What follows belongs to an exercise in optimizing a design on an open flow for small area, a short achievable clock period and few clock cycles; a production flow would make more cautious choices.
Function was checked by simulation only, so behaviour that the tests miss may differ from the original.
Power figures rest on the tool's default switching activity, not on a simulated workload.

==> run H <==
// rsd_block
module rsd_block #(
    parameter CAP    = 64,           
    parameter OUTCAP = 32            
) (
    input             clk,
    input             rst,           
    input             req,
    input             we,
    input      [1:0]  sel,
    input      [15:0] addr,
    input      [15:0] wdata,
    output reg        busy,
    output reg        rvalid,
    output reg [15:0] rdata
);
clock: 10.0 ns
lec_check: 0
cap_margin: 20
core_margin: 2
core_utilization: 40
place_density: 0.6
setup_slack_margin: 4
slew_margin: 20
run.sh (not shown) runs the stock make flow with config.mk's settings and CLKGATE_MAP_FILE= SYNTH_SCRIPT=/design/flow/synth_recipe.tcl, a recipe that flattens the netlist after the stock synthesis.
==> inputs of run G, as changes to run H <==
--- a/flow/design.v
+++ b/flow/design.v
@@ -123,32 +123,14 @@
                          rd_bank[4].d1, rd_bank[5].d1, rd_bank[6].d1, rd_bank[7].d1};
     wire [71:0]  w72  = w[127:56];
     reg  [7:0]   smatch;
     integer s, q, t;
     always @(*)
         for (s = 0; s < 8; s = s + 1)
             smatch[s] = (w72[70 - s -: 63] == 63'h2AAAAAAA_44894489);
-    wire [71:0]  w72b = w[119:48];
-    reg  [7:0]   smatch2;
-    always @(*)
-        for (q = 0; q < 8; q = q + 1)
-            smatch2[q] = (w72b[70 - q -: 63] == 63'h2AAAAAAA_44894489);
-    reg  [2:0]   sfirst2;
-    always @(*) begin
-        casez (smatch2)
-            8'b???????1: sfirst2 = 3'd0;
-            8'b??????10: sfirst2 = 3'd1;
-            8'b?????100: sfirst2 = 3'd2;
-            8'b????1000: sfirst2 = 3'd3;
-            8'b???10000: sfirst2 = 3'd4;
-            8'b??100000: sfirst2 = 3'd5;
-            8'b?1000000: sfirst2 = 3'd6;
-            default:     sfirst2 = 3'd7;
-        endcase
-    end
     reg  [2:0]   sfirst;
     always @(*) begin
         casez (smatch)
             8'b???????1: sfirst = 3'd0;
             8'b??????10: sfirst = 3'd1;
             8'b?????100: sfirst = 3'd2;
             8'b????1000: sfirst = 3'd3;
@@ -160,16 +142,15 @@
     end
     wire [63:0] mvout = w72[71 - sh -: 64];          
     wire [5:0]  off   = {blk, j};
     wire        mvlast = (mrem <= 7'd8);
     wire        expanding = (state == S_EXP);
     wire [6:0]  slim  = expanding ? olen : bitlen[6:0];
     wire        sbad  = !expanding && (bitlen > 16'd64);
-    wire        stest  = ({1'b0, off} + 7'd9 <= slim);
-    wire        stest2 = ({1'b0, off} + 7'd10 <= slim);
+    wire        stest = ({1'b0, off} + 7'd9 <= slim);
     function can_load(input [3:0] x);
         can_load = !expanding || (olen >= {x, 3'b000} + 7'd8);
     endfunction
     wire        srun  = (state == S_EXP) || (state == S_AWAIT);
     wire        srestart = (state == S_IDLE && host_wr &&
                             (sel == 2'd2 || (sel == 2'd0 && addr[3:0] == 4'd3) ||
                              (sel == 2'd0 && addr[3:0] == 4'd0 && wdata == 16'h0001))) ||
@@ -500,28 +481,21 @@
                 if (!stest) begin
                     if (!expanding)
                         sq <= Q_NONE;
                 end else if (smatch != 8'd0) begin
                     sh <= sfirst;
                     fo <= off;
                     sq <= Q_PRIME0;
-                end else if (!stest2) begin
-                    if (!expanding)
-                        sq <= Q_NONE;
-                end else if (smatch2 != 8'd0) begin
-                    sh <= sfirst2;
-                    fo <= {blk, j[2:1], 1'b1};
-                    sq <= Q_PRIME0;
-                end else if (j[2:1] != 2'd3) begin
-                    j <= j + 3'd2;
-                    w <= {w[111:0], 16'd0};
+                end else if (j != 3'd7) begin
+                    j <= j + 3'd1;
+                    w <= {w[119:0], 8'd0};
                 end else if (can_load({1'b0, blk} + 4'd2)) begin
                     j   <= 3'd0;
                     blk <= blk + 3'd1;
-                    w   <= {w[111:48], blkrd};
+                    w   <= {w[119:56], blkrd};
                 end
             end
             Q_PRIME0: begin
                 w[127:64] <= blkrd;
                 sq <= Q_PRIME1;
             end
             Q_PRIME1: begin
- ABC_AREA: default -> 1
- SETUP_SLACK_MARGIN: 4 -> default
==> inputs of run K, as changes to run H <==
--- a/flow/design.v
+++ b/flow/design.v
@@ -123,32 +123,14 @@
                          rd_bank[4].d1, rd_bank[5].d1, rd_bank[6].d1, rd_bank[7].d1};
     wire [71:0]  w72  = w[127:56];
     reg  [7:0]   smatch;
     integer s, q, t;
     always @(*)
         for (s = 0; s < 8; s = s + 1)
             smatch[s] = (w72[70 - s -: 63] == 63'h2AAAAAAA_44894489);
-    wire [71:0]  w72b = w[119:48];
-    reg  [7:0]   smatch2;
-    always @(*)
-        for (q = 0; q < 8; q = q + 1)
-            smatch2[q] = (w72b[70 - q -: 63] == 63'h2AAAAAAA_44894489);
-    reg  [2:0]   sfirst2;
-    always @(*) begin
-        casez (smatch2)
-            8'b???????1: sfirst2 = 3'd0;
-            8'b??????10: sfirst2 = 3'd1;
-            8'b?????100: sfirst2 = 3'd2;
-            8'b????1000: sfirst2 = 3'd3;
-            8'b???10000: sfirst2 = 3'd4;
-            8'b??100000: sfirst2 = 3'd5;
-            8'b?1000000: sfirst2 = 3'd6;
-            default:     sfirst2 = 3'd7;
-        endcase
-    end
     reg  [2:0]   sfirst;
     always @(*) begin
         casez (smatch)
             8'b???????1: sfirst = 3'd0;
             8'b??????10: sfirst = 3'd1;
             8'b?????100: sfirst = 3'd2;
             8'b????1000: sfirst = 3'd3;
@@ -160,16 +142,15 @@
     end
     wire [63:0] mvout = w72[71 - sh -: 64];          
     wire [5:0]  off   = {blk, j};
     wire        mvlast = (mrem <= 7'd8);
     wire        expanding = (state == S_EXP);
     wire [6:0]  slim  = expanding ? olen : bitlen[6:0];
     wire        sbad  = !expanding && (bitlen > 16'd64);
-    wire        stest  = ({1'b0, off} + 7'd9 <= slim);
-    wire        stest2 = ({1'b0, off} + 7'd10 <= slim);
+    wire        stest = ({1'b0, off} + 7'd9 <= slim);
     function can_load(input [3:0] x);
         can_load = !expanding || (olen >= {x, 3'b000} + 7'd8);
     endfunction
     wire        srun  = (state == S_EXP) || (state == S_AWAIT);
     wire        srestart = (state == S_IDLE && host_wr &&
                             (sel == 2'd2 || (sel == 2'd0 && addr[3:0] == 4'd3) ||
                              (sel == 2'd0 && addr[3:0] == 4'd0 && wdata == 16'h0001))) ||
@@ -500,28 +481,21 @@
                 if (!stest) begin
                     if (!expanding)
                         sq <= Q_NONE;
                 end else if (smatch != 8'd0) begin
                     sh <= sfirst;
                     fo <= off;
                     sq <= Q_PRIME0;
-                end else if (!stest2) begin
-                    if (!expanding)
-                        sq <= Q_NONE;
-                end else if (smatch2 != 8'd0) begin
-                    sh <= sfirst2;
-                    fo <= {blk, j[2:1], 1'b1};
-                    sq <= Q_PRIME0;
-                end else if (j[2:1] != 2'd3) begin
-                    j <= j + 3'd2;
-                    w <= {w[111:0], 16'd0};
+                end else if (j != 3'd7) begin
+                    j <= j + 3'd1;
+                    w <= {w[119:0], 8'd0};
                 end else if (can_load({1'b0, blk} + 4'd2)) begin
                     j   <= 3'd0;
                     blk <= blk + 3'd1;
-                    w   <= {w[111:48], blkrd};
+                    w   <= {w[119:56], blkrd};
                 end
             end
             Q_PRIME0: begin
                 w[127:64] <= blkrd;
                 sq <= Q_PRIME1;
             end
             Q_PRIME1: begin
- ABC_AREA: default -> 1
==> summary of the runs <==
Run G finished with timing, DRC and antenna clean. Run H completed without violations. Run K ran to the end with no violations.
Sequential share of layout area, highest first: run G, run K, run H.
In run G the power is lower than in run K, by about 0.5%.
Clock power: run H < run G < run K.
Against run G, the sequential cell count of run H is lower by 1.
In run K the global-route usage is lower than in run G, by 0.11 points.
The lowest utilization belongs to run G, the highest to run H.
In sequential power, run G and run K hardly differ.
Of run H and run G, run H has the higher non-clock buffer count (gap 190).
Of run H and run G, run H has the higher combinational power (gap about 110%, measured against run G).
Testbench counts of run H, summed over its fixed seeds: cycles 6,054.
Testbench counts of run G, summed over its fixed seeds: cycles 6,189.
Testbench counts of run K, summed over its fixed seeds: cycles 6,189.

static timing again, ports no longer ideal:
Ports are ideal in the flow. The routed layouts listed here were re-timed in OpenROAD. Step 1 sets driving cells, clkbuf_16 on the clock port and buf_2 on the other inputs (assumed; they add their load-dependent delay and slew). Step 2 moves the port delays by t, midway between the first and last clock arrival at a register: inputs arrive t later, outputs are due t later. That takes back most of the time a late clock gives input paths. a / b / c = no drivers / after step 1 / after step 2; a / b = the first two.
| run | t (ns) | slack for setup (ns) | latest minus earliest clock arrival (ns) | worst data-port slew with drivers (ns) | cell pins on the clock port's net |
|---|---|---|---|---|---|
| run H | 0.961 | 4.090 / 4.090 / 3.290 | 0.077 / 0.077 | 0.17 | 1 |
| run G | 0.967 | 3.271 / 3.271 / 3.066 | 0.120 / 0.120 | 0.18 | 1 |
| run K | 0.968 | 4.090 / 4.151 / 3.182 | 0.106 / 0.105 | 0.10 | 1 |
After both steps every run listed still meets setup and hold. The setup slack of run K, which loses most, moves by +0.061 ns with the drivers and by -0.908 ns with both steps.
